Source: an optimization exercise on an open RTL-to-GDS flow (aim: small area, a short achievable clock period and few clock cycles per item). Production flows keep margins and buffers that such runs may drop.
Where RTL was checked, it was by simulation tests only, not by an equivalence proof against the original.
No functional check of the RTL was part of run 3.

File: flow/flow/run.sh
#!/bin/bash
# Standard layout, except that synthesis leaves adders to ABC instead of
# extracting full/half-adder cells first (ADDER_MAP_FILE empty). Registers,
# names and every later step are those of the standard flow.
set -euo pipefail
bash standard.sh ADDER_MAP_FILE= finish > flow_make.log 2>&1
File: flow/standard.sh
#!/bin/bash
# synth_recipe.tcl (not shown) runs the flow's synth.tcl, then flattens the netlist and writes it again
# the make line also repeats each setting of config.mk as NAME=value (left out here)
make -C /OpenROAD-flow-scripts/flow DESIGN_CONFIG=/design/flow/config.mk WORK_HOME=/design/flow/orfs CLKGATE_MAP_FILE= SYNTH_SCRIPT=/design/flow/synth_recipe.tcl "${@:-finish}"
File: flow/config.mk
export PLATFORM = sky130hd
export DESIGN_NAME = pll_div_encoder
export DESIGN_NICKNAME = pll_div_encoder
export VERILOG_FILES = /design/flow/design.v
export SDC_FILE = /design/flow/constraint.sdc
export NUM_CORES = 4
export LEC_CHECK = 0
export ABC_AREA = 1
export CAP_MARGIN = 20
export CORE_MARGIN = 2
export CORE_UTILIZATION = 55
export SLEW_MARGIN = 20
File: flow/constraint.sdc
create_clock -name core_clock -period 10.0 [get_ports {clk}]
set_input_delay 2.0000 -clock core_clock [delete_from_list [all_inputs] [get_ports {clk}]]
set_output_delay 2.0000 -clock core_clock [all_outputs]
set_load 0.01 [all_outputs]
File: flow/design.v
module pll_div_encoder (
    input  wire        clk,
    input  wire        rst,
    input  wire        in_valid,
    output wire        in_ready,
    input  wire        in_op,
    input  wire [31:0] in_a,
    input  wire [31:0] in_num,
    input  wire [31:0] in_denom,
    output wire        out_valid,
    input  wire        out_ready,
    output wire [31:0] out_p1,
    output wire [31:0] out_p2,
    output wire [31:0] out_p3
);
    localparam [2:0] S_IDLE  = 3'd0,
                     S_RND   = 3'd1,
                     S_DIV   = 3'd2,
                     S_PA1   = 3'd3,
                     S_SHIFT = 3'd4,
                     S_FIN   = 3'd5,
                     S_NORM  = 3'd6;
    reg  [2:0]  st;
    reg         rdy, ov;
    reg  [24:0] R;           
    reg  [23:0] md;          
    reg  [6:0]  E;           
    reg  [3:0]  m;           
    reg         b0, b23, b24, b25;
    reg         rn, rd;      
    reg  [1:0]  ps, pd;      
    reg  [4:0]  k;           
    reg  [31:0] P1, P2, P3;
    reg  [31:0] NR;          
    reg  [24:0] KR;          
    reg         opr;         
    assign in_ready  = rdy;
    assign out_valid = ov;
    assign out_p1    = P1;
    assign out_p2    = P2;
    assign out_p3    = P3;
    function [4:0] lzc;
        input [31:0] x;
        integer i;
        begin
            lzc = 5'd0;
            for (i = 0; i < 32; i = i + 1)
                if (x[i]) lzc = 5'd31 - i[4:0];
        end
    endfunction
    wire [4:0]  lzn = lzc(NR);
    wire [4:0]  lzd = lzc(P3);
    wire [31:0] xn  = NR << lzn;
    wire [31:0] xd  = P3 << lzd;
    wire        rnd_n = xn[7] & ((|xn[6:0]) | xn[8]);
    wire        rnd_d = xd[7] & ((|xd[6:0]) | xd[8]);
    wire [6:0]  E0    = {2'b00, lzd} - {2'b00, lzn} + 7'd7;
    wire        big   = (|NR[31:24]) | (|P3[31:24]);
    wire        is_int  = (NR == 32'd0);
    wire        is_unit = opr & (P3 == 32'd1) & ~is_int;
    wire take  = (st == S_IDLE);
    wire start = take & in_valid & (~ov | out_ready);
    wire [24:0] mn_inc = {1'b0, R[23:0]} + {24'd0, rn};
    wire [24:0] md_inc = {1'b0, md} + {24'd0, rd};
    wire [23:0] mn_r   = mn_inc[24] ? 24'h800000 : mn_inc[23:0];
    wire [23:0] md_r   = md_inc[24] ? 24'h800000 : md_inc[23:0];
    wire [6:0]  E_r    = E + {6'd0, mn_inc[24]} - {6'd0, md_inc[24]};
    wire [24:0] dA  = R - {1'b0, md};
    wire        bA  = ~dA[24];
    wire [23:0] rA  = bA ? dA[23:0] : R[23:0];
    wire [24:0] R1  = {rA, 1'b0};
    wire [24:0] dB  = R1 - {1'b0, md};
    wire        bB  = ~dB[24];
    wire [23:0] rB  = bB ? dB[23:0] : R1[23:0];
    wire [24:0] R2  = {rB, 1'b0};
    wire signed [7:0] Es  = {E[6], E};
    wire signed [7:0] j0  = {3'b000, m, 1'b0};
    wire signed [7:0] j1  = {3'b000, m, 1'b1};
    wire        m12    = (m == 4'd12);
    wire        caseB  = (Es <= 8'sd22) | ((Es == 8'sd23) & ~b0);
    wire        full   = ~m12 & (j1 <= Es);
    wire        half   = m12 ? ((Es >= 8'sd24) & ~b0) : (j0 == Es);
    wire        chkA   = caseB & (Es < j0);
    wire        chkB   = caseB & (Es < j1) & (~m12 | ~b0);
    wire        zero   = (chkA & ~bA) | (chkB & ~bB);
    wire        div_done = zero | m12;
    wire        carry  = m12 & caseB & ~zero;
    wire        L23    = b0;
    wire        g      = L23 ? b24 : b25;
    wire        sticky = (L23 & b25) | (|R);
    wire        bl     = L23 ? b23 : b24;
    wire        up     = g & (sticky | bl);
    wire [6:0]  kE     = E - (L23 ? 7'd23 : 7'd24);
    reg  [31:0] acc_sh, fr_x;
    always @(*) begin
        case (ps)
            2'd1:    begin acc_sh = {P2[30:0], 1'b0};  fr_x = {P1[30:0], pd[0]}; end
            2'd2:    begin acc_sh = {P2[29:0], 2'b00}; fr_x = {P1[29:0], pd};    end
            default: begin acc_sh = P2;                fr_x = P1;                end
        endcase
    end
    wire        fr_cin = (ps == 2'd0) & pd[0];
    wire [31:0] hstep  = acc_sh + ({32{pd[1]}} & {P3[30:0], 1'b0})
                                + ({32{pd[0]}} & P3);
    wire        fin    = (st == S_FIN);
    wire [24:0] a_eff  = in_op ? in_a[24:0] : {17'd0, in_a[7:0]};
    wire [31:0] kterm  = fin ? ({KR, 7'd0} - 32'd512) : 32'd0;
    wire [31:0] p1_sum = kterm + fr_x + {31'd0, fr_cin};
    wire [31:0] p2_fin = {NR[24:0], 7'd0} - hstep;
    reg [2:0] st_n;
    always @(*) begin
        st_n = st;
        case (st)
            S_IDLE:  if (start) st_n = S_NORM;
            S_NORM:  st_n = (is_int | is_unit) ? S_FIN :
                            big ? S_RND :
                            (E0[6] & (E0 != 7'h7F)) ? S_FIN : S_DIV;
            S_RND:   st_n = (E_r[6] & (E_r != 7'h7F)) ? S_FIN : S_DIV;
            S_DIV:   if (div_done) st_n = (m12 & ~caseB) ? S_PA1 : S_FIN;
            S_PA1:   st_n = (kE[4:0] == 5'd0) ? S_FIN : S_SHIFT;
            S_SHIFT: if (k <= 5'd2) st_n = S_FIN;
            default: st_n = S_IDLE;
        endcase
    end
    always @(posedge clk) begin
        if (rst) begin
            st  <= S_IDLE;
            rdy <= 1'b0;
            ov  <= 1'b0;
        end else begin
            st  <= st_n;
            rdy <= (st_n == S_FIN);
            if (fin)
                ov <= 1'b1;
            else if (out_ready)
                ov <= 1'b0;
        end
    end
    always @(posedge clk) begin
        if (take) begin
            NR  <= in_num;
            KR  <= a_eff;
            opr <= in_op;
        end
        if (start)
            P3 <= in_denom;
        case (st)
            S_NORM: begin
                m  <= 4'd0;
                ps <= 2'd0;
                pd <= 2'd0;
                P1 <= is_unit ? {NR[24:0], 7'd0} : 32'd0;
                P2 <= is_unit ? 32'd128 : 32'd0;
                R  <= {1'b0, xn[31:8]};
                md <= xd[31:8];
                E  <= E0;
                rn <= rnd_n;
                rd <= rnd_d;
            end
            S_RND: begin
                R  <= {1'b0, mn_r};
                md <= md_r;
                E  <= E_r;
            end
            S_DIV: begin
                R  <= R2;
                m  <= m + 4'd1;
                if (m == 4'd0)  b0  <= bA;
                if (m == 4'd11) b23 <= bB;
                if (m12) begin
                    b24 <= bA;
                    b25 <= bB;
                end
                P1 <= p1_sum;
                P2 <= hstep;
                if (full)       begin ps <= 2'd2; pd <= {bA, bB}; end
                else if (half)  begin ps <= 2'd1; pd <= {1'b0, bA}; end
                else            begin ps <= 2'd0; pd <= {1'b0, carry}; end
            end
            S_PA1: begin
                P1 <= p1_sum;
                P2 <= hstep;
                ps <= 2'd0;
                pd <= {1'b0, up};
                k  <= kE[4:0];
            end
            S_SHIFT: begin
                P1 <= p1_sum;
                P2 <= hstep;
                pd <= 2'd0;
                if (k >= 5'd2) begin ps <= 2'd2; k <= k - 5'd2; end
                else           begin ps <= 2'd1; k <= k - 5'd1; end
            end
            S_FIN: begin
                P1 <= p1_sum;
                P2 <= p2_fin;
            end
            default: ;
        endcase
    end
endmodule
==> results of run 1 <==
-- cells by family after synthesis --
| logic type | synth area share, % |
|---|---|
| buffers and inverters | 11.1 |
| flip-flops | 28.0 |
| AND/OR/NAND/NOR | 37.1 |
| multiplexers | 1.00 |
| adder cells (fa/ha/maj) | 0.0802 |
| XOR/XNOR | 4.97 |
| AO/OA/AOI/OAI | 17.8 |
-- path summary, 6_finish.rpt --
check	depth (start not counted)	startpoint	slack, ns	endpoint
worst max-delay path	29	md[13]	3.99	R[7]
worst min-delay path	4	ov	0.56	ov
worst max register to register	29	md[13]	3.99	R[7]
worst min register to register	4	ov	0.56	ov
-- layout by cell type (no fill, tap or decap), types with 43 or more instances in the layout --
| master | count |
|---|---|
| o21ai_0 | 280 |
| xor2_1 | 85 |
| edfxtp_1 | 229 |
| nand4_1 | 56 |
| nand2_1 | 1205 |
| nor2_1 | 444 |
| o22ai_1 | 43 |
| clkdlybuf4s50_1 | 191 |
| a21oi_1 | 156 |
| or2_2 | 43 |
| nand3_1 | 225 |
| inv_1 | 554 |
| o21ai_1 | 59 |
-- per-layer routing --
layer  vias up  GRT usage (%)  wire (µm)
met2      1235           59.3      39300
met5         -              0          0
met1     12300           51.7      38500
li1      13400              -          -
met4         0           14.2       3860
met3       207           5.23       8260
-- through the flow --
| stage | worst slack [ns] | util (%) | instances | hold slack (ns) |
|---|---|---|---|---|
| final | 3.99 | 63.0 | 4784 | 0.561 |
| after global routing | 3.71 | 63.0 | 4784 | 0.645 |
| after CTS | 4.12 | 63.0 | 4783 | 0.568 |
| after detailed placement | 4.12 | 60.7 | 4729 | 0.553 |
| after global placement | 4.20 | 60.7 | 4729 | 0.540 |
| after floorplan | 3.78 | - | 4011 | 0.553 |
-- area by class of cell --
cell class / count / area [µm²]
multi-input combinational: 3070 / 15200
clock buffer: 30 / 729
tap: 600 / 751
fill: 4419 / 16700
clock inverter: 24 / 269
inverter: 602 / 2260
sequential: 234 / 6980
timing repair buffer: 224 / 2170
-- worst min-delay path: cells and delay by family, from the launching register on --
family / cells / cell delay [ns]
buf+inv: 2 / 0.11
simple gates: 1 / 0.03
compound gates: 1 / 0.06
flops: 1 / 0.32
-- cells in the mapped netlist (all sizes together), types with 2 or more instances --
cell     count  area share, %
a211oi       8           0.24
a21boi      18           0.56
a21o         3          0.095
a21oi      168            3.6
a31o         2          0.070
a31oi       10           0.25
a32o         5           0.20
and2         5           0.13
buf         40            1.1
clkbuf      65           0.98
clkinv      10           0.15
dfxtp        5           0.40
edfxtp     229             28
inv        592            8.9
maj3         2          0.080
mux2i       25            1.0
nand2     1238             19
nand3      229            4.7
nand3b       6           0.25
nand4       57            1.5
nor2       493            8.1
nor3        47            1.0
nor4        21           0.53
o2111ai      6           0.21
o211ai      43            1.4
o21a         9           0.27
o21ai      349            7.1
o21bai      15           0.50
o221ai      35            1.4
o22ai       43            1.1
o311ai       5           0.18
o31ai       11           0.33
o32ai        2          0.070
or2         74            1.9
xnor2       43            1.6
xor2        90            3.4
-- registers in the layout, summed over array words and instances (netlist names), 2 cells and up --
name  flops
E         7
st        3
P1       32
P3       32
R        25
ps        2
NR       32
pd        2
KR       25
P2       32
md       24
k         5
m         4
==> reports/qor.yml, run 1 <==
start_kind: "flip-flop"
syn_nets: 4112
drv_cap: 0
cts_buffers: 29
cts_setup_buffers: 0
cpPeakStageDelay_ns: 0.52
synthArstFlopShare_pct: 0
vias: 27200
start_util_pct: 55.3
synth_edf_count: 229
yosysSeqAreaShare_pct: 28.0
clockRootBuffer: "clkbuf_16"
routed_wl_um: 89800
worstMarginPinSlew_ns: 0.941
die_area_mm2: 0.0471
skew_ns: 0.0345
maxSlewViolCount: 0
cts_tree: "done"
rsz0062_at_grt: "no"
gr-total-overflow: 0
num_rows: 78
die_h_um: 217
cp-end-kind: "flip-flop"
antenna_found_initial: 0
synthesis.area_mm2: 0.0250
avgSynthCellArea_um2: 6.22
gp_congestion: 1.00
io_pins: 199
dpl_cell_area_mm2: 0.0274
cts-htree-levels: 1
area_growth_pct: 13.8
worstPathArrival_ns: 6.32
setup-violations-final: 0
insertion_delay_ns: 0.61
drive_gt1_share_pct: 7.39
critPathBufInv: 7
synth_seq_cells: 234
max_freq_mhz: 166
synth_warnings: 1
grt_use_total_pct: 37.4
fin_area_mm2: 0.0284
ant_nets: 0
path_common_cell: "nand2_1"
drt_first_pass_iters: 6
status: "complete, no violations"
clock_path_buffers: 3
drc: 0
fp.coreArea_mm2: 0.0451
cts.sinks: 234
io_buffers: 191
critPathMaxFanout: 47
grt_pass1_vias: 24500
routedWlPerCell_um: 18.8
syn_inst: 4011
post_cts_resized: 0
crit_family: "simple AND/OR/NAND/NOR gates"
timing.critical_path.required_ns: 10.31
antennaDiodeCount: 0
relSlewSlack_pct: 37.2
fin_crit_ns: 6.01
drtIter0Drc: 2871
min_path_type: "flip-flop to flip-flop"
path_class: "flip-flop to flip-flop"
finalHoldViolCount: 0
ctsHoldBuffers: 0
setup_tns_ns: 0
grt_max_degree: 60
post-route-period-util_pct: 60.1
grt_pass1_wl_um: 137000
synth_cell_type_count: 79
cp_slowest_cell: "nand2_2"
dp_hpwl_um: 70400
vias_per_cell: 5.68
die_x_um: 217
clk_pin_slew_ns: 0.06
synth_flop_cell: "edfxtp_1"
nets: 4262
Testbench counts, summed over its fixed seeds: cycles 23,397, items 3,200.
==> inputs of run 2 (changes only) <==
--- a/flow/config.mk
+++ b/flow/config.mk
@@ -8,5 +8,6 @@
 export ABC_AREA = 1
 export CAP_MARGIN = 20
 export CORE_MARGIN = 2
-export CORE_UTILIZATION = 55
+export CORE_UTILIZATION = 45
+export SETUP_SLACK_MARGIN = 5
 export SLEW_MARGIN = 20
==> run 2 against run 1 <==
- wire length rose by 8.6%
- flip-flop and latch count did not move
- register-to-register slack improved by 1.1 ns
- first-iteration DRC count fell by 5.8%
- hold slack got worse by 0.0036 ns
- critical path type unchanged
- critical endpoint is now P2[31]
- highest routed layer unchanged
==> reports/qor.yml, run 2 <==
status: "complete, no violations"
syn_nets: 4112
post-route-period-util_pct: 49.0
synthAdderAreaFrac_pct: 0.0802
synth_flop_cell: "edfxtp_1"
drv_cap: 0
min_path_type: "flip-flop to flip-flop"
dp_hpwl_um: 74400
rsz0062_at_grt: "yes"
synthArstFlopShare_pct: 0
start_util_pct: 45.4
grt_pass1_vias: 24600
cts.sinks: 234
grt_pass1_wl_um: 144000
yosysTopAreaCellShare_pct: 27.6
drtIter0Drc: 2705
clk_pin_slew_ns: 0.06
yosysSeqAreaShare_pct: 28.0
critPathMaxFanout: 12
vias: 27500
yosys.area_share.simple_pct: 37.1
setup-violations-final: 0
die_area_mm2: 0.0574
insertion_delay_ns: 0.63
final_util_pct: 54.7
path_common_cell: "nand2_1"
fp.coreArea_mm2: 0.0550
cts_buffers: 30
synthesis.area_mm2: 0.0250
ant_nets: 0
finalHoldViolCount: 0
fin_crit_ns: 4.90
vias_per_cell: 5.47
synth_cell_type_count: 79
worstPathArrival_ns: 5.28
yosysTopAreaCell: "edfxtp_1"
fin_area_mm2: 0.0301
num_rows: 86
dpl_cell_area_mm2: 0.0276
synth-xor-area-share_pct: 4.97
grt_util_met2_pct: 51.0
cts-htree-levels: 1
syn_inst: 4011
routed_wl_um: 97600
die_x_um: 239
routedWlPerCell_um: 19.4
worstMarginPinSlew_ns: 0.814
gr-total-overflow: 0
mostFrequentLayoutCell: "nand2_1"
synth.most_common_cell: "nand2_1"
cpPeakStageDelay_ns: 0.36
nets: 4350
synth_seq_cells: 234
use_met1_pct: 47.0
gr-usage-met3_pct: 4.07
timing.critical_path.required_ns: 10.38
grt_max_degree: 60
setup_tns_ns: 0
cts_tree: "done"
clockRootBuffer: "clkbuf_16"
yosys-top-cells-area: "edfxtp_1 (28%), nand2_1 (18%), inv_1 (8.3%)"
io_pins: 199
synth_top_family_by_area: "simple AND/OR/NAND/NOR gates"
area_growth_pct: 20.5
maxSlewViolCount: 0
synth-compound-area-share_pct: 17.8
cp_slowest_cell: "edfxtp_1"
start_kind: "flip-flop"
relSlewSlack_pct: 45.2
max_freq_mhz: 204
final.setup.worst_slack_ns: 5.10
die_h_um: 239
synth_warnings: 1
cp-end-kind: "flip-flop"
antenna_found_initial: 0
pre_cts_slack_ns: 3.75
drc: 0
io_buffers: 191
ff_latch_area_mm2: 0.00698
path_class: "flip-flop to flip-flop"
layout_common_cells: "nand2_1 (1174), inv_1 (539), nor2_1 (406)"
synth_mux_area_share_pct: 1.00
multi_input_area_mm2: 0.0159
synthTopCellsByCount: "nand2_1 (1205), inv_1 (554), nor2_1 (445)"
top_usage_layer: "met2"
clock_path_buffers: 3
fill_cells: 5655
drive_gt1_share_pct: 12.3
avgSynthCellArea_um2: 6.22
gp_congestion: 1.01
drt_first_pass_iters: 5
grt_use_total_pct: 32.8
skew_ns: 0.0425
synth_edf_count: 229
## run 2: cell counts after synthesis
No cell type changed its count.
## run 2: logic make-up (layout without fill, tap and decap cells)
group	count (synthesis)	after routing
adder cells (fa/ha/maj)	2	2
buffers and inverters	707	965
AND/OR/NAND/NOR	2171	2174
other	0	1
multiplexers	25	25
flip-flops	234	234
AO/OA/AOI/OAI	739	739
XOR/XNOR	133	133
## run 2: layout make-up
class | count | area share [%]
sequential | 234 | 23.2
clock inverter | 20 | 0.616
tap | 748 | 3.11
timing repair inverter | 3 | 0.0915
clock buffer | 35 | 2.56
multi-input combinational | 3073 | 53.0
inverter | 602 | 7.72
antenna | 1 | 0.00832
timing repair buffer | 305 | 9.73
## run 2: timing repair
item | 4_1_cts | 5_1_grt
pin swaps | 11 | 33
hold buffers | 0 | 0
setup buffers | 26 | 50
setup endpoints to repair | 81 | 76
resized for setup | 39 | 175
cloned | 4 | 6
## run 2: metrics by stage
stage                     std cells  hold WS (ns)
final                          5021         0.558
after detailed placement       4878         0.540
after global routing           5020         0.608
after global placement         4877         0.543
after CTS                      4963         0.555
after floorplan                4011         0.553
## run 2: path summary, 6_finish.rpt
check	slack [ns]	from	to	depth (start not counted)
worst max-delay path	5.10	ps[0]	P2[31]	34
worst min-delay path	0.56	ov	ov	4
worst max register to register	5.10	ps[0]	P2[31]	34
worst min register to register	0.56	ov	ov	4
## run 2: worst max-delay path, delay by kind of cell, from the launching register on
family	cells	cell delay [ns]
AO/OA/AOI/OAI	5	0.69
AND/OR/NAND/NOR	19	2.03
flip-flops	1	0.36
XOR/XNOR	2	0.60
buffers and inverters	8	0.97
## run 2: layer usage
metal	wire length (µm)	up-vias	share of wire, %
met2	42000	1056	43
li1	-	13600	-
met3	7500	162	7.7
met4	3880	0	4.0
met5	0	-	0
met1	44200	12600	45
==> inputs of run 3 (changes only) <==
--- a/flow/design.v
+++ b/flow/design.v
@@ -33,7 +33,6 @@
     reg  [31:0] P1, P2, P3;
     reg  [31:0] NR;          
     reg  [24:0] KR;          
-    reg         opr;         
     assign in_ready  = rdy;
     assign out_valid = ov;
     assign out_p1    = P1;
@@ -56,8 +55,8 @@
     wire        rnd_d = xd[7] & ((|xd[6:0]) | xd[8]);
     wire [6:0]  E0    = {2'b00, lzd} - {2'b00, lzn} + 7'd7;
     wire        big   = (|NR[31:24]) | (|P3[31:24]);
-    wire        is_int  = (NR == 32'd0);
-    wire        is_unit = opr & (P3 == 32'd1) & ~is_int;
+    wire        is_int  = (in_num == 32'd0);
+    wire        is_unit = in_op & (in_denom == 32'd1) & ~is_int;
     wire take  = (st == S_IDLE);
     wire start = take & in_valid & (~ov | out_ready);
     wire [24:0] mn_inc = {1'b0, R[23:0]} + {24'd0, rn};
@@ -111,9 +110,8 @@
     always @(*) begin
         st_n = st;
         case (st)
-            S_IDLE:  if (start) st_n = S_NORM;
-            S_NORM:  st_n = (is_int | is_unit) ? S_FIN :
-                            big ? S_RND :
+            S_IDLE:  if (start) st_n = (is_int | is_unit) ? S_FIN : S_NORM;
+            S_NORM:  st_n = big ? S_RND :
                             (E0[6] & (E0 != 7'h7F)) ? S_FIN : S_DIV;
             S_RND:   st_n = (E_r[6] & (E_r != 7'h7F)) ? S_FIN : S_DIV;
             S_DIV:   if (div_done) st_n = (m12 & ~caseB) ? S_PA1 : S_FIN;
@@ -140,17 +138,17 @@
         if (take) begin
             NR  <= in_num;
             KR  <= a_eff;
-            opr <= in_op;
         end
-        if (start)
+        if (start) begin
             P3 <= in_denom;
+            P1 <= is_unit ? {in_num[24:0], 7'd0} : 32'd0;
+            P2 <= is_unit ? 32'd128 : 32'd0;
+            ps <= 2'd0;
+            pd <= 2'd0;
+        end
         case (st)
             S_NORM: begin
                 m  <= 4'd0;
-                ps <= 2'd0;
-                pd <= 2'd0;
-                P1 <= is_unit ? {NR[24:0], 7'd0} : 32'd0;
-                P2 <= is_unit ? 32'd128 : 32'd0;
                 R  <= {1'b0, xn[31:8]};
                 md <= xd[31:8];
                 E  <= E0;
--- a/flow/config.mk
+++ b/flow/config.mk
@@ -8,6 +8,6 @@
 export ABC_AREA = 1
 export CAP_MARGIN = 20
 export CORE_MARGIN = 2
-export CORE_UTILIZATION = 45
+export CORE_UTILIZATION = 50
 export SETUP_SLACK_MARGIN = 5
 export SLEW_MARGIN = 20
==> run 3 against run 2 <==
- clock-buffer cell count is 1 lower
- wire length is 0.51% lower
- sequential share of layout area is 0.17 points higher
- core utilization is 4.4 points higher
- maximum frequency is 2.0% higher
- flip-flop and latch count is 1 lower
- synthesized cell count is 2.7% higher
- via count is 3.6% higher
- worst setup slack better by 0.096 ns
==> reports/qor.yml, run 3 <==
fp.coreArea_mm2: 0.0503
clock_path_buffers: 3
synth_cell_type_count: 81
clk_pin_slew_ns: 0.06
finalHoldViolCount: 0
synth_edf_count: 228
nets: 4407
drtIter0Drc: 2736
gr-total-overflow: 0
drt_first_pass_iters: 6
cts_buffers: 29
syn_nets: 4221
avgSynthCellArea_um2: 6.19
die_h_um: 230
post-route-period-util_pct: 48.0
routed_wl_um: 97100
area_growth_pct: 16.7
die_area_mm2: 0.0528
ctsHoldBuffers: 0
synthTopCellsByCount: "nand2_1 (1221), inv_1 (499), nor2_1 (427)"
relSlewSlack_pct: 27.6
synthArstFlopShare_pct: 0
critPathBufInv: 4
grt_pass1_vias: 26100
clockRootBuffer: "clkbuf_16"
path_common_cell: "nand2_1"
start_kind: "flip-flop"
ff2ff_path_depth: 30
antenna_found_initial: 0
critPathMaxFanout: 25
synth_seq_cells: 233
cts-htree-levels: 1
fill_cells: 5059
cts.sinks: 233
dpl_cell_area_mm2: 0.0280
timing.critical_path.required_ns: 10.32
yosysTopAreaCellShare_pct: 26.9
antennaDiodeCount: 0
yosysTopAreaCell: "edfxtp_1"
cp-end-kind: "flip-flop"
grt_max_degree: 61
routedWlPerCell_um: 19.4
fin_crit_ns: 4.80
synth_flop_cell: "edfxtp_1"
num_rows: 82
worstMarginPinSlew_ns: 1.08
synthesis.area_mm2: 0.0255
crit_cells: 30
setup_tns_ns: 0
drive_gt1_share_pct: 10.3
cp_slowest_cell: "edfxtp_1"
die_x_um: 230
rsz0062_at_grt: "yes"
fin_area_mm2: 0.0297
grt_use_total_pct: 35.7
synth_warnings: 1
yosys-top-cells-area: "edfxtp_1 (27%), nand2_1 (18%), inv_1 (7.3%)"
ff_latch_area_mm2: 0.00695
layout_common_cells: "nand2_1 (1212), inv_1 (491), nor2_1 (404)"
mostFrequentLayoutCell: "nand2_1"
cpPeakStageDelay_ns: 0.36
syn_inst: 4120
ant_nets: 0
skew_ns: 0.0201
dp_hpwl_um: 75800
min_path_type: "flip-flop to flip-flop"
path_class: "flip-flop to flip-flop"
multi_input_area_mm2: 0.0163
io_pins: 199
worstPathArrival_ns: 5.12
io_buffers: 191
drc: 0
start_util_pct: 50.7
setup-violations-final: 0
status: "complete, no violations"
hold-path-cell-count: 4
vias: 28400
yosysSeqAreaShare_pct: 27.3
drv_cap: 0
cts_tree: "done"
maxSlewViolCount: 0
synth.most_common_cell: "nand2_1"
grt_pass1_wl_um: 148000
crit_family: "simple AND/OR/NAND/NOR gates"
gp_congestion: 1.05
insertion_delay_ns: 0.61
vias_per_cell: 5.69
max_freq_mhz: 208
[run 3: cell types whose count changed after synthesis, sizes merged, moves of 11 or more]
cell    before   now
inv        592   551
nor4        21    36
mux2i       25     6
nor2       493   481
nor3        47    36
o211ai      43    83
nand3      229   355
nand2     1238  1255
[run 3: worst min-delay path, cell delays in order, from the launching register on]
cell,delay (ns)
dfxtp_1,0.31
inv_1,0.05
nor2_1,0.03
inv_1,0.06
a21oi_1,0.06
[run 3: layout make-up]
type / instances / area share [%]
clock inverters: 18 / 0.635
repair buffers: 261 / 8.48
inverters: 561 / 7.18
clock buffers: 34 / 2.57
multi-input cells: 3220 / 54.9
well taps: 672 / 2.83
flip-flops and latches: 233 / 23.4
[run 3: path summary, 6_finish.rpt]
check,startpoint,slack (ns),end
worst max-delay path,ps[1],5.20,P2[21]
worst max register to register,ps[1],5.20,P2[21]
worst min-delay path,ov,0.56,ov
worst min register to register,ov,0.56,ov
[run 3: logic make-up after synthesis]
logic type / synth area share (%)
buf+inv: 10.4
flops: 27.3
mux: 0.236
compound gates: 18.1
xor+xnor: 4.25
fa+ha+maj: 0.0835
simple gates: 39.7
[run 3: what timing repair did]
action | in CTS | in global routing
setup buffers | 7 | 31
setup endpoints to repair | 75 | 57
gates resized for setup | 19 | 83
pin swaps | 4 | 12
cloned | 6 | 1
[run 3: per-layer routing]
layer / share of wire [%] / routed length (µm) / track usage (%) / vias up
met1: 42 / 41100 / 47.4 / 13000
met5: 0 / 0 / 0 / -
met2: 44 / 42400 / 56.9 / 1147
li1: - / - / - / 14100
met3: 8.0 / 7730 / 4.97 / 238
met4: 6.0 / 5780 / 18.1 / 0
[run 3: metrics by stage]
step	instances	utilization [%]	setup WS (ns)	hold slack [ns]
6_report	4999	59.2	5.20	0.564
5_1_grt	4999	59.2	4.96	0.602
4_1_cts	4967	58.0	5.03	0.564
3_5_place_dp	4902	55.7	4.21	0.552
3_3_place_gp	4901	55.7	4.21	0.534
2_1_floorplan	4120	-	5.60	0.553
==> inputs of run 4 (changes only) <==
--- a/flow/design.v
+++ b/flow/design.v
@@ -23,7 +23,6 @@
     reg  [2:0]  st;
     reg         rdy, ov;
     reg  [24:0] R;           
-    reg  [23:0] md;          
     reg  [6:0]  E;           
     reg  [3:0]  m;           
     reg         b0, b23, b24, b25;
@@ -32,7 +31,9 @@
     reg  [4:0]  k;           
     reg  [31:0] P1, P2, P3;
     reg  [31:0] NR;          
+    reg  [31:0] DR;          
     reg  [24:0] KR;          
+    reg         opr;         
     assign in_ready  = rdy;
     assign out_valid = ov;
     assign out_p1    = P1;
@@ -47,28 +48,28 @@
                 if (x[i]) lzc = 5'd31 - i[4:0];
         end
     endfunction
+    wire [23:0] md  = DR[31:8];
     wire [4:0]  lzn = lzc(NR);
-    wire [4:0]  lzd = lzc(P3);
+    wire [4:0]  lzd = lzc(DR);
     wire [31:0] xn  = NR << lzn;
-    wire [31:0] xd  = P3 << lzd;
+    wire [31:0] xd  = DR << lzd;
     wire        rnd_n = xn[7] & ((|xn[6:0]) | xn[8]);
     wire        rnd_d = xd[7] & ((|xd[6:0]) | xd[8]);
     wire [6:0]  E0    = {2'b00, lzd} - {2'b00, lzn} + 7'd7;
-    wire        big   = (|NR[31:24]) | (|P3[31:24]);
-    wire        is_int  = (in_num == 32'd0);
-    wire        is_unit = in_op & (in_denom == 32'd1) & ~is_int;
-    wire take  = (st == S_IDLE);
-    wire start = take & in_valid & (~ov | out_ready);
+    wire        big   = (|NR[31:24]) | (|DR[31:24]);
+    wire        pre   = ~big & (xn[31:26] < xd[31:26]);
+    wire        is_int  = (NR == 32'd0);
+    wire        is_unit = opr & (DR == 32'd1) & ~is_int;
+    wire take  = (st == S_IDLE) | (st == S_FIN);
+    wire free  = ~ov | out_ready;
     wire [24:0] mn_inc = {1'b0, R[23:0]} + {24'd0, rn};
-    wire [24:0] md_inc = {1'b0, md} + {24'd0, rd};
     wire [23:0] mn_r   = mn_inc[24] ? 24'h800000 : mn_inc[23:0];
-    wire [23:0] md_r   = md_inc[24] ? 24'h800000 : md_inc[23:0];
-    wire [6:0]  E_r    = E + {6'd0, mn_inc[24]} - {6'd0, md_inc[24]};
-    wire [24:0] dA  = R - {1'b0, md};
+    wire [6:0]  E_r    = E + {6'd0, mn_inc[24]};
+    wire [24:0] dA  = R + {1'b1, ~md} + {24'd0, ~rd};    
     wire        bA  = ~dA[24];
     wire [23:0] rA  = bA ? dA[23:0] : R[23:0];
     wire [24:0] R1  = {rA, 1'b0};
-    wire [24:0] dB  = R1 - {1'b0, md};
+    wire [24:0] dB  = R1 + {1'b1, ~md} + {24'd0, ~rd};
     wire        bB  = ~dB[24];
     wire [23:0] rB  = bB ? dB[23:0] : R1[23:0];
     wire [24:0] R2  = {rB, 1'b0};
@@ -110,24 +111,27 @@
     always @(*) begin
         st_n = st;
         case (st)
-            S_IDLE:  if (start) st_n = (is_int | is_unit) ? S_FIN : S_NORM;
-            S_NORM:  st_n = big ? S_RND :
-                            (E0[6] & (E0 != 7'h7F)) ? S_FIN : S_DIV;
+            S_IDLE:  if (in_valid) st_n = S_NORM;
+            S_NORM:  if (free)
+                         st_n = (is_int | is_unit)      ? S_FIN :
+                                big                     ? S_RND :
+                                (E0[6] & (E0 != 7'h7F)) ? S_FIN : S_DIV;
             S_RND:   st_n = (E_r[6] & (E_r != 7'h7F)) ? S_FIN : S_DIV;
             S_DIV:   if (div_done) st_n = (m12 & ~caseB) ? S_PA1 : S_FIN;
             S_PA1:   st_n = (kE[4:0] == 5'd0) ? S_FIN : S_SHIFT;
             S_SHIFT: if (k <= 5'd2) st_n = S_FIN;
+            S_FIN:   st_n = in_valid ? S_NORM : S_IDLE;
             default: st_n = S_IDLE;
         endcase
     end
     always @(posedge clk) begin
         if (rst) begin
             st  <= S_IDLE;
-            rdy <= 1'b0;
+            rdy <= 1'b1;
             ov  <= 1'b0;
         end else begin
             st  <= st_n;
-            rdy <= (st_n == S_FIN);
+            rdy <= (st_n == S_FIN) | (st_n == S_IDLE);
             if (fin)
                 ov <= 1'b1;
             else if (out_ready)
@@ -137,27 +141,26 @@
     always @(posedge clk) begin
         if (take) begin
             NR  <= in_num;
+            DR  <= in_denom;
             KR  <= a_eff;
-        end
-        if (start) begin
-            P3 <= in_denom;
-            P1 <= is_unit ? {in_num[24:0], 7'd0} : 32'd0;
-            P2 <= is_unit ? 32'd128 : 32'd0;
-            ps <= 2'd0;
-            pd <= 2'd0;
+            opr <= in_op;
         end
         case (st)
-            S_NORM: begin
+            S_NORM: if (free) begin
+                P3 <= DR;
+                P1 <= is_unit ? {NR[24:0], 7'd0} : 32'd0;
+                P2 <= is_unit ? 32'd128 : 32'd0;
+                ps <= 2'd0;
+                pd <= 2'd0;
                 m  <= 4'd0;
-                R  <= {1'b0, xn[31:8]};
-                md <= xd[31:8];
-                E  <= E0;
+                R  <= pre ? {xn[31:8], 1'b0} : {1'b0, xn[31:8]};
+                DR[31:8] <= xd[31:8];
+                E  <= E0 - {6'd0, pre};
                 rn <= rnd_n;
                 rd <= rnd_d;
             end
             S_RND: begin
                 R  <= {1'b0, mn_r};
-                md <= md_r;
                 E  <= E_r;
             end
             S_DIV: begin
--- a/flow/config.mk
+++ b/flow/config.mk
@@ -8,6 +8,6 @@
 export ABC_AREA = 1
 export CAP_MARGIN = 20
 export CORE_MARGIN = 2
-export CORE_UTILIZATION = 50
+export CORE_UTILIZATION = 40
 export SETUP_SLACK_MARGIN = 5
 export SLEW_MARGIN = 20
==> run 4 against run 3 <==
- cell count grew 4.1%
- die area is 24% higher
- non-clock buffer count is 107 higher
- still clean on timing, DRC and antenna
- maximum frequency down 9.0%
- synthesized cell count fell by 1.6%
- final area is 7.9% higher
- largest cell class unchanged
- critical path depth shrank 6
==> reports/qor.yml, run 4 <==
clk_pin_slew_ns: 0.07
clockRootBuffer: "clkbuf_16"
cp-end-kind: "flip-flop"
drt_first_pass_iters: 6
synth_warnings: 1
io_pins: 199
synthesis.area_mm2: 0.0254
crit_path_cell_trace: "buf_4 > buf_4 > nor2_1 > inv_1 > nor3_2 > inv_1 > a21oi_1 > nor2_1 > o21bai_1 > a21oi_2 > buf_4 > clkinvlp_4 > o211ai_1 > nand2_1 > nand3_4 > nand2_2 > inv_2 > nor2_4 > nor2_4 > a21oi_4 > nand2_8 > clkbuf_16 > o211ai_1 > o311ai_1"
area_growth_pct: 26.5
antenna_found_initial: 1
syn_nets: 4157
avgSynthCellArea_um2: 6.26
worstMarginPinSlew_ns: 1.01
yosysTopAreaCell: "edfxtp_1"
routed_wl_um: 105000
synth_flop_cell: "edfxtp_1"
regToRegSetupSlack_ns: 4.72
cts-htree-levels: 1
layout_common_cells: "nand2_1 (1055), inv_1 (449), nor2_1 (406)"
fp.coreArea_mm2: 0.0629
skew_ns: 0.0157
mostFrequentLayoutCell: "nand2_1"
nets: 4433
drc: 0
die_x_um: 256
yosys-top-cells-area: "edfxtp_1 (25%), nand2_1 (17%), nand3_1 (8.8%)"
vias_per_cell: 5.61
min_from: "DR[8]"
yosysSeqAreaShare_pct: 27.5
final_util_pct: 51.1
crit_cells: 24
insertion_delay_ns: 0.61
cpPeakStageDelay_ns: 0.53
cts_tree: "done"
routedWlPerCell_um: 20.3
ant_nets: 0
syn_inst: 4056
ff2ff_path_depth: 24
pre_cts_slack_ns: 3.61
crit_family: "buffers and inverters"
path_common_cell: "buf_4"
critPathBufInv: 8
grt_pass1_vias: 25600
synth_edf_count: 213
synth_seq_cells: 242
cp_slowest_cell: "edfxtp_1"
drtIter0Drc: 3136
synthArstFlopShare_pct: 0
relSlewSlack_pct: 32.5
max_freq_mhz: 190
grt_pass1_wl_um: 153000
clock_path_buffers: 3
rsz0062_at_grt: "yes"
vias: 29200
maxSlewViolCount: 0
gp_congestion: 0.969
hold-path-cell-count: 0
num_rows: 92
grt_max_degree: 61
synthTopCellsByCount: "nand2_1 (1135), inv_1 (471), nor2_1 (461)"
timing.rr.end: "R[22]"
synth.most_common_cell: "nand2_1"
worstPathArrival_ns: 5.60
fin_crit_ns: 5.28
worstReg2RegStart: "NR[1]"
start_util_pct: 40.4
start_kind: "flip-flop"
yosysTopAreaCellShare_pct: 25.2
setup_tns_ns: 0
gr-total-overflow: 0
fin_hold_ws_ns: 0.562
dp_hpwl_um: 75600
drv_cap: 0
die_h_um: 256
fill_cells: 6404
path_class: "flip-flop to flip-flop"
setup-violations-final: 0
final.setup.worst_slack_ns: 4.72
cts_buffers: 30
synth_cell_type_count: 86
io_buffers: 191
finalHoldViolCount: 0
timing.critical_path.required_ns: 10.33
cts.sinks: 242
post-route-period-util_pct: 52.8
status: "complete, no violations"
min_path_type: "flip-flop to flip-flop"
drive_gt1_share_pct: 18.7
whs_endpoint: "P3[8]"
die_area_mm2: 0.0655
grt_use_total_pct: 30.1
critPathMaxFanout: 32
[run 4: cell count changes after synthesis, moves of 24 or more]
cell,delta
inv_1,-28
nor2_1,+34
nand2_1,-86
dfxtp_1,+24
nand3_1,+98
o21ai_0,-76
o211ai_1,-34
[run 4: through the flow]
stage | std cells | area (µm²)
finish | 5203 | 32100
global route | 5201 | 32100
CTS | 5102 | 29900
detailed placement | 4989 | 28000
global placement | 4989 | 28000
floorplan | 4056 | 25400
[run 4: worst max-delay path by stage]
stage	startpoint	end	slack, ns
5_1_grt	NR[1]	R[22]	4.37
6_report	NR[1]	R[22]	4.72
3_3_place_gp	DR[15]	R[24]	3.64
3_5_place_dp	DR[15]	R[24]	3.61
2_1_floorplan	ps[1]	P2[22]	5.95
4_1_cts	R[9]	R[24]	4.96
[run 4: layer usage]
metal  up-vias  routed length (µm)  track usage (%)
met3       240               11200             5.26
met1     13500               44700             42.6
met4         0                4880             11.4
met2      1467               44700             45.6
li1      14000                   -                -
met5         -                   0                0
[run 4: kinds of logic (layout without fill, tap and decap cells)]
kind of cell           Yosys count  count (layout)  share of synthesized area (%)
AND/OR/NAND/NOR               2301            2309                           39.6
AO/OA/AOI/OAI                  707             707                           17.6
buffers and inverters          675             965                           10.6
flip-flops                     242             242                           27.5
XOR/XNOR                       131             132                           4.71
other                            0               2                              0
[run 4: final cells by class]
class                   instances  area [µm²]  share of cell area (%)
well taps                     846        1060                    3.30
inverters                     537        2100                    6.55
clock buffers                  36         795                    2.48
flip-flops and latches        242        7030                    21.9
diodes                          2        5.00                  0.0156
clock inverters                19         174                   0.542
repair inverters                5        36.3                   0.113
multi-input cells            3148       17400                    54.3
repair buffers                368        3470                    10.8
[run 4: what timing repair did]
action                     CTS  global route
buffers inserted            45            93
setup endpoints to repair   69            63
hold buffers                 0             0
cloned                      13             6
resized for setup          133           340
pin swaps                   17           118
Testbench counts of run 4, summed over its fixed seeds: cycles 19,310, items 3,200.
==> inputs of run 5 (changes only) <==
--- a/flow/config.mk
+++ b/flow/config.mk
@@ -8,6 +8,6 @@
 export ABC_AREA = 1
 export CAP_MARGIN = 20
 export CORE_MARGIN = 2
-export CORE_UTILIZATION = 40
+export CORE_UTILIZATION = 50
 export SETUP_SLACK_MARGIN = 5
 export SLEW_MARGIN = 20
==> run 5 against run 4 <==
- via count is 1.6% higher
- global-route usage up 8.1 points
- first-iteration DRC count increased by 17%
- still clean on timing, DRC and antenna
- maximum frequency is 2.9% higher
- critical path type unchanged
==> reports/qor.yml, run 5 <==
mostFrequentLayoutCell: "nand2_1"
cts_buffers: 31
dp_cells: 4824
synth_mux_area_share_pct: 0
post-route-period-util_pct: 51.3
finalHoldViolCount: 0
yosysSeqAreaShare_pct: 27.5
pre_cts_slack_ns: 3.49
io_buffers: 191
gp_congestion: 1.03
gr-total-overflow: 0
die_area_mm2: 0.0526
drtIter0Drc: 3661
path_common_cell: "nand2_1"
synth_flop_cell: "edfxtp_1"
fp.coreArea_mm2: 0.0502
syn_inst: 4056
area_growth_pct: 28.6
multi_input_area_mm2: 0.0176
path_class: "flip-flop to flip-flop"
worstMarginPinSlew_ns: 1.02
stdcell_count: 5039
fin_area_mm2: 0.0326
avgSynthCellArea_um2: 6.26
num_rows: 82
yosys-top-cells-area: "edfxtp_1 (25%), nand2_1 (17%), nand3_1 (8.8%)"
insertion_delay_ns: 0.61
layout_common_cells: "nand2_1 (1031), inv_1 (449), nor2_1 (411)"
cp-end-kind: "flip-flop"
rsz0062_at_grt: "yes"
cpPeakStageDelay_ns: 0.68
synth_warnings: 1
ff_latch_area_mm2: 0.00700
drive_gt1_share_pct: 20.5
yosys.area_share.simple_pct: 39.6
syn_nets: 4157
clock_path_buffers: 3
critPathMaxFanout: 8
fin_crit_ns: 5.13
dpl_cell_area_mm2: 0.0278
status: "complete, no violations"
relSlewSlack_pct: 32.0
clockRootBuffer: "clkbuf_16"
io_pins: 199
grt_pass1_wl_um: 154000
vias: 29700
synth-compound-area-share_pct: 17.6
start_kind: "flip-flop"
ant_nets: 0
cts-htree-levels: 1
drc: 0
max_freq_mhz: 195
cp_slowest_cell: "edfxtp_1"
synthesis.area_mm2: 0.0254
antenna_found_initial: 1
vias_per_cell: 5.89
ctsHoldBuffers: 0
synthArstFlopShare_pct: 0
start_util_pct: 50.6
yosysTopAreaCellShare_pct: 25.2
final.setup.worst_slack_ns: 4.87
die_x_um: 229
synth-xor-area-share_pct: 4.71
grt_use_total_pct: 38.2
antennaDiodeCount: 0
critPathBufInv: 5
clk_pin_slew_ns: 0.07
crit_family: "simple AND/OR/NAND/NOR gates"
min_path_type: "flip-flop to flip-flop"
timing.critical_path.required_ns: 10.31
cts_tree: "done"
routed_wl_um: 107000
cts.sinks: 242
grt_max_degree: 64
drt_first_pass_iters: 8
nets: 4444
yosysTopAreaCell: "edfxtp_1"
synthTopCellsByCount: "nand2_1 (1135), inv_1 (471), nor2_1 (461)"
synthAdderAreaFrac_pct: 0
synth_seq_cells: 242
maxSlewViolCount: 0
synth_edf_count: 213
grt_pass1_vias: 25600
fill_cells: 4663
synth.most_common_cell: "nand2_1"
setup-violations-final: 0
skew_ns: 0.0171
routedWlPerCell_um: 21.3
dp_hpwl_um: 76300
synth_cell_type_count: 86
drv_cap: 0
die_h_um: 229
synth_top_family_by_area: "simple AND/OR/NAND/NOR gates"
setup_tns_ns: 0
worstPathArrival_ns: 5.44
-- run 5: logic make-up (layout without fill, tap and decap cells) --
group,after synthesis,count (layout)
AO/OA/AOI/OAI,707,707
XOR/XNOR,131,131
buffers and inverters,675,979
flip-flops,242,242
AND/OR/NAND/NOR,2301,2308
-- run 5: path summary, 6_finish.rpt --
kind,endpoint,cells after the start,slack (ns),from
worst max register to register,R[22],44,4.87,DR[4]
worst min-delay path,P3[8],0,0.58,DR[8]
worst min register to register,P3[8],0,0.58,DR[8]
worst max-delay path,R[22],44,4.87,DR[4]
-- run 5: area by class of cell --
cell class	instances	share of cell area, %
multi-input combinational	3146	53.9
sequential	242	21.5
timing repair buffer	381	11.9
inverter	537	6.43
tap	672	2.58
clock buffer	32	2.39
clock inverter	25	1.23
timing repair inverter	4	0.104
-- run 5: metrics by stage --
step                hold WS (ns)  utilization, %
finish                     0.575            65.1
global route               0.554            65.1
CTS                        0.583            60.0
detailed placement         0.610            55.5
global placement           0.613            55.5
floorplan                  0.403               -
-- run 5: layer usage --
| layer | wire length (µm) | track usage, % | vias to the layer above |
|---|---|---|---|
| met3 | 13600 | 9.84 | 349 |
| met2 | 44000 | 56.0 | 1761 |
| met4 | 5730 | 15.8 | 2 |
| li1 | - | - | 14100 |
| met1 | 43800 | 53.3 | 13500 |
| met5 | 9 | 0 | - |
-- run 5: worst register-to-register path: cells and delay by family (launching register included) --
family | cells | cell delay (ns)
AOI/OAI and AO/OA | 3 | 0.83
DFF | 1 | 0.68
buffers and inverters | 5 | 0.70
and+or+nand+nor | 36 | 2.66
-- run 5: what timing repair did --
item / CTS / global route
gates cloned: 14 / 11
resized for setup: 115 / 416
hold endpoints to repair: 0 / 0
pin swaps: 25 / 108
setup buffers: 54 / 78
endpoints found under the setup margin: 74 / 64
==> inputs of run 6 (changes only) <==
--- a/flow/config.mk
+++ b/flow/config.mk
@@ -8,6 +8,6 @@
 export ABC_AREA = 1
 export CAP_MARGIN = 20
 export CORE_MARGIN = 2
-export CORE_UTILIZATION = 50
-export SETUP_SLACK_MARGIN = 5
+export CORE_UTILIZATION = 40
+export SETUP_SLACK_MARGIN = 3.5
 export SLEW_MARGIN = 20
==> run 6 against run 5 <==
- sequential share of layout area is 2.6 points higher
- largest cell class unchanged
- clock skew is 0.00052 ns lower
- cell count is 0.14% higher
- via count is 5.8% lower
- die area is 25% higher
- worst setup slack worse by 1.1 ns
- final area is 11% lower
- critical path type unchanged
- maximum frequency is 17% lower
==> reports/qor.yml, run 6 <==
final_util_pct: 46.2
ctsHoldBuffers: 0
grt_max_degree: 61
worstPathArrival_ns: 6.53
status: "complete, no violations"
routedWlPerCell_um: 19.5
gp_congestion: 0.969
drv_cap: 0
setup-violations-final: 0
drtIter0Drc: 3028
max_freq_mhz: 161
syn_inst: 4056
avgSynthCellArea_um2: 6.26
synth.most_common_cell: "nand2_1"
skew_ns: 0.0166
yosysTopAreaCell: "edfxtp_1"
critPathMaxFanout: 27
insertion_delay_ns: 0.61
synth_cell_type_count: 86
grt_pass1_vias: 24900
layout_common_cells: "nand2_1 (1133), inv_1 (470), nor2_1 (457)"
die_x_um: 256
grt_pass1_wl_um: 147000
nets: 4278
io_buffers: 191
cts-htree-levels: 1
synth_warnings: 1
area_growth_pct: 14.5
critPathBufInv: 5
die_area_mm2: 0.0655
cts_tree: "done"
dp_hpwl_um: 75600
grt_use_total_pct: 28.8
yosysTopAreaCellShare_pct: 25.2
drive_gt1_share_pct: 9.02
worstMarginPinSlew_ns: 1.09
crit_family: "compound AO/OA/AOI/OAI gates"
antennaDiodeCount: 0
vias: 28000
post_cts_resized: 0
gr-total-overflow: 0
yosysSeqAreaShare_pct: 27.5
vias_per_cell: 5.54
clock_path_buffers: 3
die_h_um: 256
mostFrequentLayoutCell: "nand2_1"
finalHoldViolCount: 0
timing.critical_path.required_ns: 10.33
start_util_pct: 40.4
relSlewSlack_pct: 27.4
cts_setup_buffers: 0
clockRootBuffer: "clkbuf_16"
start_kind: "flip-flop"
path_class: "flip-flop to flip-flop"
synthTopCellsByCount: "nand2_1 (1135), inv_1 (471), nor2_1 (461)"
cts.sinks: 242
drt_first_pass_iters: 8
fp.coreArea_mm2: 0.0629
synth_seq_cells: 242
cts_buffers: 30
drc: 0
post-route-period-util_pct: 61.9
min_path_type: "flip-flop to flip-flop"
yosys-top-cells-area: "edfxtp_1 (25%), nand2_1 (17%), nand3_1 (8.8%)"
syn_nets: 4157
cp_slowest_cell: "dfxtp_1"
io_pins: 199
synthesis.area_mm2: 0.0254
synth_edf_count: 213
synthArstFlopShare_pct: 0
rsz0062_at_grt: "yes"
cp-end-kind: "flip-flop"
path_common_cell: "nor2_1"
synth_flop_cell: "edfxtp_1"
maxSlewViolCount: 0
antenna_found_initial: 1
ant_nets: 0
cpPeakStageDelay_ns: 0.70
routed_wl_um: 98300
clk_pin_slew_ns: 0.06
fin_crit_ns: 6.19
num_rows: 92
setup_tns_ns: 0
==> run 6: logic make-up after synthesis <==
family | share of synthesized area (%)
AO/OA/AOI/OAI | 17.6
flip-flops | 27.5
XOR/XNOR | 4.71
buffers and inverters | 10.6
AND/OR/NAND/NOR | 39.6
==> run 6: metrics by stage <==
step | cell area, µm² | hold slack, ns | cells | setup slack, ns
after global routing | 29000 | 0.615 | 5046 | 3.45
after floorplan | 25400 | 0.403 | 4056 | 5.95
final | 29000 | 0.607 | 5046 | 3.81
after CTS | 29000 | 0.664 | 5044 | 3.60
after detailed placement | 28000 | 0.633 | 4989 | 3.61
after global placement | 28000 | 0.622 | 4989 | 3.64
==> run 6: layout make-up <==
cell class                      instances  area, µm²
Clock inverter                         19        174
Inverter                              537       2020
Fill cell                            6709      33800
Sequential cell                       242       6980
Timing Repair Buffer                  226       2200
Clock buffer                           36        795
Tap cell                              846       1060
Multi-Input combinational cell       3140      15800
==> run 6: worst reg2reg max path, cell delays in order (launching register included) <==
cell	delay [ns]
dfxtp_1	0.70
inv_1	0.27
nor2_1	0.15
nor2_1	0.08
inv_2	0.08
nor2_1	0.06
a21oi_2	0.13
o21ai_1	0.08
a21oi_2	0.28
o21ai_4	0.14
a21o_4	0.28
xor2_4	0.39
buf_4	0.39
inv_2	0.21
a21oi_2	0.23
nor2_1	0.09
o21ai_0	0.41
o21ai_0	0.22
a31oi_1	0.36
nand4_2	0.22
nand2_4	0.32
inv_2	0.29
a21oi_1	0.17
o21ai_0	0.10
nand3_1	0.18
o31ai_1	0.11
==> run 6: final timing paths <==
check	to	from	slack (ns)	cells past startpoint
setup / recovery	R[24]	DR[19]	3.81	25
hold / removal	P3[23]	DR[23]	0.61	0
setup reg to reg	R[24]	DR[19]	3.81	25
hold reg to reg	P3[23]	DR[23]	0.61	0
==> run 6: layer usage <==
layer / part of all wire [%] / up-vias / track usage (%)
met5: 0 / - / 0
met4: 3.8 / 0 / 9.96
met3: 9.7 / 174 / 4.60
met2: 42 / 1241 / 43.9
met1: 44 / 12800 / 41.2
li1: - / 13700 / -
==> inputs of run 7 (changes only) <==
--- a/flow/config.mk
+++ b/flow/config.mk
@@ -9,5 +9,5 @@
 export CAP_MARGIN = 20
 export CORE_MARGIN = 2
 export CORE_UTILIZATION = 40
-export SETUP_SLACK_MARGIN = 3.5
+export SETUP_SLACK_MARGIN = 4.3
 export SLEW_MARGIN = 20
==> run 7 against run 6 <==
- via count grew 1.7%
- register-to-register slack gained 0.76 ns
- flip-flop and latch count is the same
- worst setup slack gained 0.76 ns
- cell count grew 0.95%
- global-route usage grew 0.19 points
- still clean on timing, DRC and antenna
- critical path type unchanged
- first-iteration DRC count shrank 3.9%
- non-clock buffer count grew 41
- hold slack lost 0.020 ns
- final area grew 2.8%
- synthesized cell count is the same
==> reports/qor.yml, run 7 <==
status: "complete, no violations"
cp-end-kind: "flip-flop"
cts_tree: "done"
synth_edf_count: 213
io_buffers: 191
min_path_type: "flip-flop to flip-flop"
path_common_cell: "nand2_1"
vias: 28400
fin_crit_ns: 5.43
die_x_um: 256
ant_nets: 0
synth_warnings: 1
worstMarginPinSlew_ns: 1.00
fin_area_mm2: 0.0299
layout_common_cells: "nand2_1 (1126), inv_1 (462), nor2_1 (445)"
grt_pass1_vias: 25000
path_class: "flip-flop to flip-flop"
ff2ff_path_depth: 43
clk_pin_slew_ns: 0.07
routed_wl_um: 101000
yosysSeqAreaShare_pct: 27.5
die_h_um: 256
vias_per_cell: 5.58
hold-path-cell-count: 0
routedWlPerCell_um: 19.8
start_util_pct: 40.4
skew_ns: 0.0143
drc: 0
start_kind: "flip-flop"
mostFrequentLayoutCell: "nand2_1"
synth.most_common_cell: "nand2_1"
setup-violations-final: 0
worstPathArrival_ns: 5.76
nets: 4326
relSlewSlack_pct: 33.2
gp_congestion: 0.969
setup_tns_ns: 0
antennaDiodeCount: 0
post-route-period-util_pct: 54.3
clock_path_buffers: 3
cts.sinks: 242
timing.critical_path.required_ns: 10.32
cts_buffers: 30
avgSynthCellArea_um2: 6.26
rsz0062_at_grt: "no"
timing.rr.end: "R[22]"
die_area_mm2: 0.0655
fill_cells: 6631
yosysTopAreaCell: "edfxtp_1"
whs_endpoint: "P3[13]"
max_freq_mhz: 184
synth_flop_cell: "edfxtp_1"
grt_pass1_wl_um: 148000
drtIter0Drc: 2910
gr-total-overflow: 0
yosys-top-cells-area: "edfxtp_1 (25%), nand2_1 (17%), nand3_1 (8.8%)"
drv_cap: 0
drive_gt1_share_pct: 11.4
grt_max_degree: 61
cp_slowest_cell: "edfxtp_1"
num_rows: 92
dp_hpwl_um: 75600
min_from: "DR[13]"
synth_cell_type_count: 86
insertion_delay_ns: 0.60
synth_seq_cells: 242
area_growth_pct: 17.7
antenna_found_initial: 1
synthesis.area_mm2: 0.0254
dpl_cell_area_mm2: 0.0280
syn_nets: 4157
clockRootBuffer: "clkbuf_16"
finalHoldViolCount: 0
drt_first_pass_iters: 6
io_pins: 199
grt_use_total_pct: 29.0
worstReg2RegStart: "NR[5]"
yosysTopAreaCellShare_pct: 25.2
syn_inst: 4056
critPathMaxFanout: 15
ctsHoldBuffers: 0
fp.coreArea_mm2: 0.0629
maxSlewViolCount: 0
synthArstFlopShare_pct: 0
cpPeakStageDelay_ns: 0.55
regToRegSetupSlack_ns: 4.57
synthTopCellsByCount: "nand2_1 (1135), inv_1 (471), nor2_1 (461)"
cts-htree-levels: 1
==> run 7: metal layers <==
layer  part of all wire (%)  GRT usage (%)  wire [µm]  up-vias
li1                       -              -          -    13800
met5                      0              0          0        -
met1                     44           41.5      43900    13100
met4                    4.2           10.5       4250        0
met3                     10           4.49      10200      201
met2                     42           44.2      42500     1344
==> run 7: layout make-up <==
class	count	area, µm²	area share [%]
Timing Repair Buffer	267	2610	8.75
Timing Repair inverter	1	7.51	0.0251
Tap cell	846	1060	3.55
Sequential cell	242	7000	23.5
Clock buffer	36	795	2.66
Inverter	537	2080	6.97
Multi-Input combinational cell	3146	16100	54.0
Clock inverter	19	174	0.582
==> run 7: kinds of logic (layout without fill, tap and decap cells) <==
| family | after synthesis | after routing | synth area share, % |
|---|---|---|---|
| simple gates | 2301 | 2307 | 39.6 |
| xor+xnor | 131 | 132 | 4.71 |
| compound gates | 707 | 707 | 17.6 |
| flops | 242 | 242 | 27.5 |
| buf+inv | 675 | 860 | 10.6 |
==> run 7: worst max-delay path, delay by kind of cell, from the launching register on <==
family / cells / cell delay [ns]
compound gates: 3 / 0.84
flops: 1 / 0.55
buf+inv: 6 / 1.08
simple gates: 34 / 2.66
==> run 7: worst max path at each step <==
stage          startpoint      to  slack [ns]  cells after the start
2_1_floorplan       ps[1]  P2[22]        5.95                     38
3_3_place_gp       DR[15]   R[24]        3.64                     24
3_5_place_dp       DR[15]   R[24]        3.61                     24
6_report            NR[5]   R[22]        4.57                     43
4_1_cts            DR[10]   R[24]        4.27                     25
5_1_grt             NR[1]   R[15]        4.20                     46
==> run 7: stage by stage <==
| stage | setup WS, ns | util (%) | std cells | hold slack (ns) |
|---|---|---|---|---|
| 6_report | 4.57 | 47.5 | 5094 | 0.587 |
| 2_1_floorplan | 5.95 | - | 4056 | 0.403 |
| 3_3_place_gp | 3.64 | 44.5 | 4989 | 0.622 |
| 3_5_place_dp | 3.61 | 44.5 | 4989 | 0.633 |
| 4_1_cts | 4.27 | 46.2 | 5046 | 0.592 |
| 5_1_grt | 4.20 | 47.5 | 5094 | 0.597 |
==> run 7: what timing repair did <==
item	4_1_cts	5_1_grt
endpoints found under the setup margin	54	56
gates resized for setup	23	94
pin swaps	2	14
gates cloned	2	8
hold endpoints to repair	0	0
setup buffers	0	40

==> what the ideal ports hide <==
The results above use ideal ports. As a check the final layouts listed here were re-extracted and re-timed, cells and wires unchanged.
Step 1 sets driving cells, clkbuf_16 on the clock port and buf_2 on the other inputs (assumed; they add their load-dependent delay and slew).
Step 2 adds t to the input delays and takes it off the output delays; t is the mean of the earliest and latest rising clock arrival at the registers after step 1. Input paths then give back, and output paths get back, about the clock's delay inside the block.
Three values: no drivers, after step 1, after step 2; two values: the first two.
| run | t, ns | setup slack, ns | hold WS [ns] | slew at the worst register clock pin (ns) | cell pins on the clock port's net |
|---|---|---|---|---|---|
| run 1 | 0.657 | 3.993 / 3.993 / 3.993 | 0.561 / 0.561 / 0.561 | 0.07 / 0.07 | 1 |
| run 2 | 0.675 | 5.104 / 5.104 / 5.104 | 0.558 / 0.558 / 0.558 | 0.08 / 0.08 | 1 |
| run 3 | 0.659 | 5.200 / 5.200 / 4.886 | 0.564 / 0.564 / 0.564 | 0.07 / 0.07 | 1 |
| run 4 | 0.669 | 4.725 / 4.725 / 4.725 | 0.562 / 0.562 / 0.562 | 0.07 / 0.07 | 1 |
| run 5 | 0.659 | 4.871 / 4.871 / 4.871 | 0.575 / 0.575 / 0.575 | 0.07 / 0.07 | 1 |
| run 6 | 0.662 | 3.805 / 3.805 / 3.805 | 0.607 / 0.607 / 0.607 | 0.07 / 0.07 | 1 |
| run 7 | 0.660 | 4.566 / 4.566 / 4.566 | 0.587 / 0.587 / 0.587 | 0.07 / 0.07 | 1 |
After both steps every run listed still meets setup and hold. For run 3, which loses most, drivers alone change the setup slack by 0.000 ns; drivers and shift together by -0.314 ns.
